This design comes from an exercise in tuning for small area, a short achievable clock period and few clock cycles per item on the open sky130 flow, not from production work. Function was checked by simulation only, so behaviour that the tests miss may differ from the original. Power is estimated from default activity; no workload was simulated.

Design crsf_encoder, start of the top module:
module crsf_encoder (
    input  wire         clk,
    input  wire         rst,         
    input  wire         in_valid,
    output wire         in_ready,
    input  wire [255:0] in_ch,       
    output wire         out_valid,
    input  wire         out_ready,
    output wire [207:0] out_frame    
);
export LEC_CHECK = 0
export CAP_MARGIN = 20
export CORE_MARGIN = 2
export CORE_UTILIZATION = 40
export CTS_BUF_LIST = sky130_fd_sc_hd__clkbuf_4
export SLEW_MARGIN = 20
create_clock -name core_clock -period 22.0 [get_ports {clk}]
standard.sh (not shown) runs the stock make flow with config.mk's settings and CLKGATE_MAP_FILE= SYNTH_SCRIPT=/design/flow/synth_recipe.tcl, a recipe that flattens the netlist after the stock synthesis.
==> flow/flow/run.sh <==
#!/bin/bash
# Standard ORFS layout (standard.sh) with these changes:
#  - synthesis: no full/half-adder extraction (ADDER_MAP_FILE empty) and
#    an area-oriented abc mapping script (flow/synth.tcl, flow/abc.script);
#  - port buffers are buf_1 cells instead of the default clkdlybuf4s50_1;
#  - repair_timing aims for 11.3 ns of setup slack (SETUP_SLACK_MARGIN),
#    so the resizer shortens the critical paths below the 22 ns period.
# The output of every tool goes to standard.log here.
set -o pipefail
bash standard.sh ADDER_MAP_FILE= SYNTH_SCRIPT=$PWD/flow/synth.tcl \
  "BUFFER_PORTS_ARGS=-buffer_cell sky130_fd_sc_hd__buf_1" SETUP_SLACK_MARGIN=11.3 finish > standard.log 2>&1
==> flow/flow/abc.script <==
strash; dc2; strash; dch -f; amap
==> flow/flow/synth.tcl <==
# synth_recipe.tcl with one change: the technology-mapping abc call runs
# flow/abc.script (area-oriented mapping) instead of ORFS's abc_area or
# abc_speed script. Registers are mapped by dfflibmap before abc and keep
# the standard synthesis's names and cell types.
set my_abc_script [file join [file dirname [file normalize [info script]]] abc.script]
proc synth {args} { yosys synth -nofsm -noshare {*}$args }
proc abc {args} {
  set i [lsearch $args -script]
  if {$i >= 0} { lset args [expr {$i+1}] $::my_abc_script }
  yosys abc {*}$args
}
source $::env(SCRIPTS_DIR)/synth.tcl
# left out here: clear keep_hierarchy, flatten, clean up, hide names made inside functions, write 1_2_yosys.v
Testbench counts at the start, summed over its fixed seeds: cycles 2,056, frames 2,048.
==> next run, changes <==
--- a/flow/flow/run.sh
+++ b/flow/flow/run.sh
@@ -6 +6 @@
-#  - repair_timing aims for 11.3 ns of setup slack (SETUP_SLACK_MARGIN),
+#  - repair_timing aims for 11.8 ns of setup slack (SETUP_SLACK_MARGIN),
@@ -11 +11 @@
-  "BUFFER_PORTS_ARGS=-buffer_cell sky130_fd_sc_hd__buf_1" SETUP_SLACK_MARGIN=11.3 finish > standard.log 2>&1
+  "BUFFER_PORTS_ARGS=-buffer_cell sky130_fd_sc_hd__buf_1" SETUP_SLACK_MARGIN=11.8 finish > standard.log 2>&1
First-iteration DRC count increases by 2.9%.
Clock power went up by about 2%.
Power rises by 3.8%.
Die area does not change.
Utilization rises by 1.4 points.
Synthesized cell count stays the same.
Via count is higher by 1.2%.

---

Setup of job 101:
Another version of the RTL of crsf_encoder (not shown whole).
For scale: roughly 4,100 cells after synthesis, ~210 flip-flops, about 470 I/O pins.
Settings: LEC_CHECK=0, CAP_MARGIN=20, CORE_MARGIN=2, CORE_UTILIZATION=40, SLEW_MARGIN=20; clock period 22.0 ns.
==> flow/flow/run.sh <==
#!/bin/bash
# Standard ORFS layout (standard.sh) with these changes:
#  - synthesis: no full/half-adder extraction (ADDER_MAP_FILE empty) and
#    an area-oriented abc mapping script (flow/synth.tcl, flow/abc.script);
#  - port buffers are buf_1 cells instead of the default clkdlybuf4s50_1;
#  - repair_timing aims for 11.5 ns of setup slack (SETUP_SLACK_MARGIN),
#    so the resizer shortens the critical paths below the 22 ns period.
# The output of every tool goes to standard.log here.
set -o pipefail
bash standard.sh ADDER_MAP_FILE= SYNTH_SCRIPT=$PWD/flow/synth.tcl \
  "BUFFER_PORTS_ARGS=-buffer_cell sky130_fd_sc_hd__buf_1" SETUP_SLACK_MARGIN=11.5 finish > standard.log 2>&1
Scripts as last shown in full above: flow/flow/abc.script, flow/flow/synth.tcl
Testbench counts of job 101, summed over its fixed seeds: cycles 2,056, frames 2,048.
Relative to job 101, the following input files were edited for job 102:
==> flow/flow/run.sh <==
#!/bin/bash
# Standard ORFS layout (standard.sh) with these changes:
#  - synthesis: no full/half-adder extraction (ADDER_MAP_FILE empty) and
#    an area-oriented abc mapping script (flow/synth.tcl, flow/abc.script);
#  - port buffers are buf_1 cells instead of the default clkdlybuf4s50_1.
# The output of every tool goes to standard.log here.
set -o pipefail
bash standard.sh ADDER_MAP_FILE= SYNTH_SCRIPT=$PWD/flow/synth.tcl \
  "BUFFER_PORTS_ARGS=-buffer_cell sky130_fd_sc_hd__buf_1" finish > standard.log 2>&1
Findings:
- [diff] design area, job 102 relative to job 101: improvement
- Going from job 101 to job 102, vias per cell shrinks by 0.49%.
- Job 101 has a higher area added between synthesis and finish than job 102.
- Minimum period implied by the final worst setup slack: job 102 higher than job 101
- The final reports for job 102 and job 101 show critical path depth higher in the former.
- The met1 layer wirelength in the final routing reported for job 102 is smaller than that of job 101 by about 0.6%.
- Job 101 → job 102: number of buffers created by CTS rose by 3; share of the final layout cell area in multi-input gates decreased 1.4 points.

---

Another version of the RTL of crsf_encoder (not shown whole).
For scale: roughly 4200 cells after synthesis, about 210 flip-flops, about 470 I/O pins.
// crsf_encoder
module crsf_encoder (
    input  wire         clk,
    input  wire         rst,         
    input  wire         in_valid,
    output wire         in_ready,
    input  wire [255:0] in_ch,       
    output wire         out_valid,
    input  wire         out_ready,
    output wire [207:0] out_frame    
);
clock: 22.0 ns
lec_check: 0
cap_margin: 20
core_margin: 2
core_utilization: 50
cts_buf_list: sky130_fd_sc_hd__clkbuf_4
slew_margin: 20
==> flow/flow/run.sh <==
#!/bin/bash
# Standard ORFS layout (standard.sh) with these changes:
#  - synthesis: no full/half-adder extraction (ADDER_MAP_FILE empty) and
#    an area-oriented abc mapping script (flow/synth.tcl, flow/abc.script);
#  - port buffers are buf_1 cells instead of the default clkdlybuf4s50_1;
#  - repair_timing aims for 11.8 ns of setup slack (SETUP_SLACK_MARGIN),
#    so the resizer shortens the critical paths below the 22 ns period.
# The output of every tool goes to standard.log here.
set -o pipefail
bash standard.sh ADDER_MAP_FILE= SYNTH_SCRIPT=$PWD/flow/synth.tcl \
  "BUFFER_PORTS_ARGS=-buffer_cell sky130_fd_sc_hd__buf_1" SETUP_SLACK_MARGIN=11.8 finish > standard.log 2>&1
Scripts as last shown in full above: flow/flow/abc.script, flow/flow/synth.tcl
The baseline finished with timing, DRC and antenna clean.
Testbench counts at the start, summed over its fixed seeds: cycles 2,056, frames 2,048.
Then changed:
Settings changed: CORE_UTILIZATION 50 to 60.
=> The new run finished clean. Setup slack is worse by 0.11 ns. Core utilization went up by 12 points. Sequential cell count stays the same. Power went down by 0.91%. Synthesized area stays the same. Global-route usage went up by 4.6 points. Cell area went down by 0.41%. Hold slack is better by 0.012 ns. Wire length went down by 2.7%.
Then changed:
--- a/flow/flow/run.sh
+++ b/flow/flow/run.sh
@@ -5,3 +5,3 @@
 #  - port buffers are buf_1 cells instead of the default clkdlybuf4s50_1;
-#  - repair_timing aims for 11.8 ns of setup slack (SETUP_SLACK_MARGIN),
+#  - repair_timing aims for 11.5 ns of setup slack (SETUP_SLACK_MARGIN),
 #    so the resizer shortens the critical paths below the 22 ns period.
@@ -10,2 +10,2 @@
 bash standard.sh ADDER_MAP_FILE= SYNTH_SCRIPT=$PWD/flow/synth.tcl \
-  "BUFFER_PORTS_ARGS=-buffer_cell sky130_fd_sc_hd__buf_1" SETUP_SLACK_MARGIN=11.8 finish > standard.log 2>&1
+  "BUFFER_PORTS_ARGS=-buffer_cell sky130_fd_sc_hd__buf_1" SETUP_SLACK_MARGIN=11.5 finish > standard.log 2>&1
Settings changed: CORE_UTILIZATION 60 to 40.
Outcome:
- utilization fell by 24 points
- wire length rose by 8.9%
- die area rose by 49%
- total power rose by about 0.8%
- synthesized cell count is unchanged
- critical path depth rose by 2
- design area fell by 0.42%
- via count fell by 2.3%
- cell count rose by 5.8%
- non-clock buffer count fell by 3

---

== v39 ==
RTL: one of the versions met above, not the one the previous note started from.
Size in the first run: ~4200 cells after synthesis, ~0.025 mm2 of cells after synthesis.
export LEC_CHECK = 0
export CAP_MARGIN = 20
export CORE_MARGIN = 2
export CORE_UTILIZATION = 40
export CTS_BUF_LIST = sky130_fd_sc_hd__clkbuf_4
export SLEW_MARGIN = 20
create_clock -name core_clock -period 22.0 [get_ports {clk}]
==> flow/flow/run.sh <==
#!/bin/bash
# Standard ORFS layout (standard.sh) with these changes:
#  - synthesis: no full/half-adder extraction (ADDER_MAP_FILE empty) and
#    an area-oriented abc mapping script (flow/synth.tcl, flow/abc.script);
#  - port buffers are buf_1 cells instead of the default clkdlybuf4s50_1;
#  - repair_timing aims for 12.1 ns of setup slack (SETUP_SLACK_MARGIN),
#    so the resizer shortens the critical paths below the 22 ns period.
# The output of every tool goes to standard.log here.
set -o pipefail
bash standard.sh ADDER_MAP_FILE= SYNTH_SCRIPT=$PWD/flow/synth.tcl \
  "BUFFER_PORTS_ARGS=-buffer_cell sky130_fd_sc_hd__buf_1" SETUP_SLACK_MARGIN=12.1 finish > standard.log 2>&1
Scripts as last shown in full above: flow/flow/abc.script, flow/flow/synth.tcl
Testbench counts of v39, summed over its fixed seeds: cycles 2,056, frames 2,048.
### v39 -> v4
- putting CTS_CLUSTER_SIZE at 20 where nothing was set
- swapping 40 for 55 in CORE_UTILIZATION
- putting CTS_CLUSTER_DIAMETER at 60 where nothing was set
- swapping sky130_fd_sc_hd__clkbuf_4 for sky130_fd_sc_hd__clkbuf_8 in CTS_BUF_LIST
==> flow/flow/run.sh <==
#!/bin/bash
# Standard ORFS layout (standard.sh) with these changes:
#  - synthesis: no full/half-adder extraction (ADDER_MAP_FILE empty) and
#    an area-oriented abc mapping script (flow/synth.tcl, flow/abc.script);
#  - port buffers are buf_1 cells instead of the default clkdlybuf4s50_1;
#  - repair_timing aims for 11.8 ns of setup slack (SETUP_SLACK_MARGIN),
#    so the resizer shortens the critical paths below the 22 ns period.
# The output of every tool goes to standard.log here.
set -o pipefail
bash standard.sh ADDER_MAP_FILE= SYNTH_SCRIPT=$PWD/flow/synth.tcl \
  "BUFFER_PORTS_ARGS=-buffer_cell sky130_fd_sc_hd__buf_1" SETUP_SLACK_MARGIN=11.8 finish > standard.log 2>&1
Findings:
Diff v39 -> v4 | number of optimization iterations in the first detailed-route pass | decrease of 3
Maximum vdd ir drop, v39 and v4: smaller value in v39
The ratio of final minimum period to clock period in v4 was higher than what v39 gave.
v39 reached the final stage; the timing, design-rule and antenna checks on its layout passed.
v4 completed; timing, DRC and antenna clean
Going from v39 to v4, worst path arrival time lost 4600 ps; final non-filler cell total moved down.
Higher buffering overhead was reported by v39, not v4.

[port drivers added, routing unchanged]
How much do the figures lean on ideal ports? The routed layouts below were timed once more, with nothing changed but the port constraints.
Step 1: set_driving_cell puts a clkbuf_16 on clk and a buf_2 on each other input, an assumption about the parent block.
Step 2, shift: input delay + t, output delay - t, t = (earliest + latest rising clock arrival at the registers) / 2. This alone moves slack from input paths to output paths.
Slacks: ideal ports / drivers / drivers and shift; pairs: ideal ports / drivers.
run | shift t [ns] | setup slack, ns | worst data-port slew with drivers (ns) | pins driven straight from the clock port
the first run of note 1 | 0.826 | 11.839 / 11.787 / 11.203 | 0.06 | 1
the second run of note 1 | 0.833 | 12.225 / 12.169 / 11.526 | 0.06 | 1
job 101 | 0.585 | 11.911 / 11.948 / 11.364 | 0.08 | 1
job 102 | 0.605 | 10.525 / 10.563 / 9.958 | 0.07 | 1
the first run of note 3 | 0.828 | 12.226 / 12.172 / 11.504 | 0.07 | 1
the second run of note 3 | 0.760 | 12.116 / 12.063 / 11.419 | 0.09 | 1
the third run of note 3 | 0.824 | 11.891 / 11.831 / 11.300 | 0.06 | 1
v39 | 0.808 | 12.482 / 12.491 / 11.707 | 0.05 | 1
v4 | 0.645 | 12.190 / 12.136 / 11.590 | 0.06 | 1
After both steps setup and hold are still met in every run listed. The setup slack of v39, which loses most, moves by +0.009 ns with the drivers and by -0.775 ns with both steps.
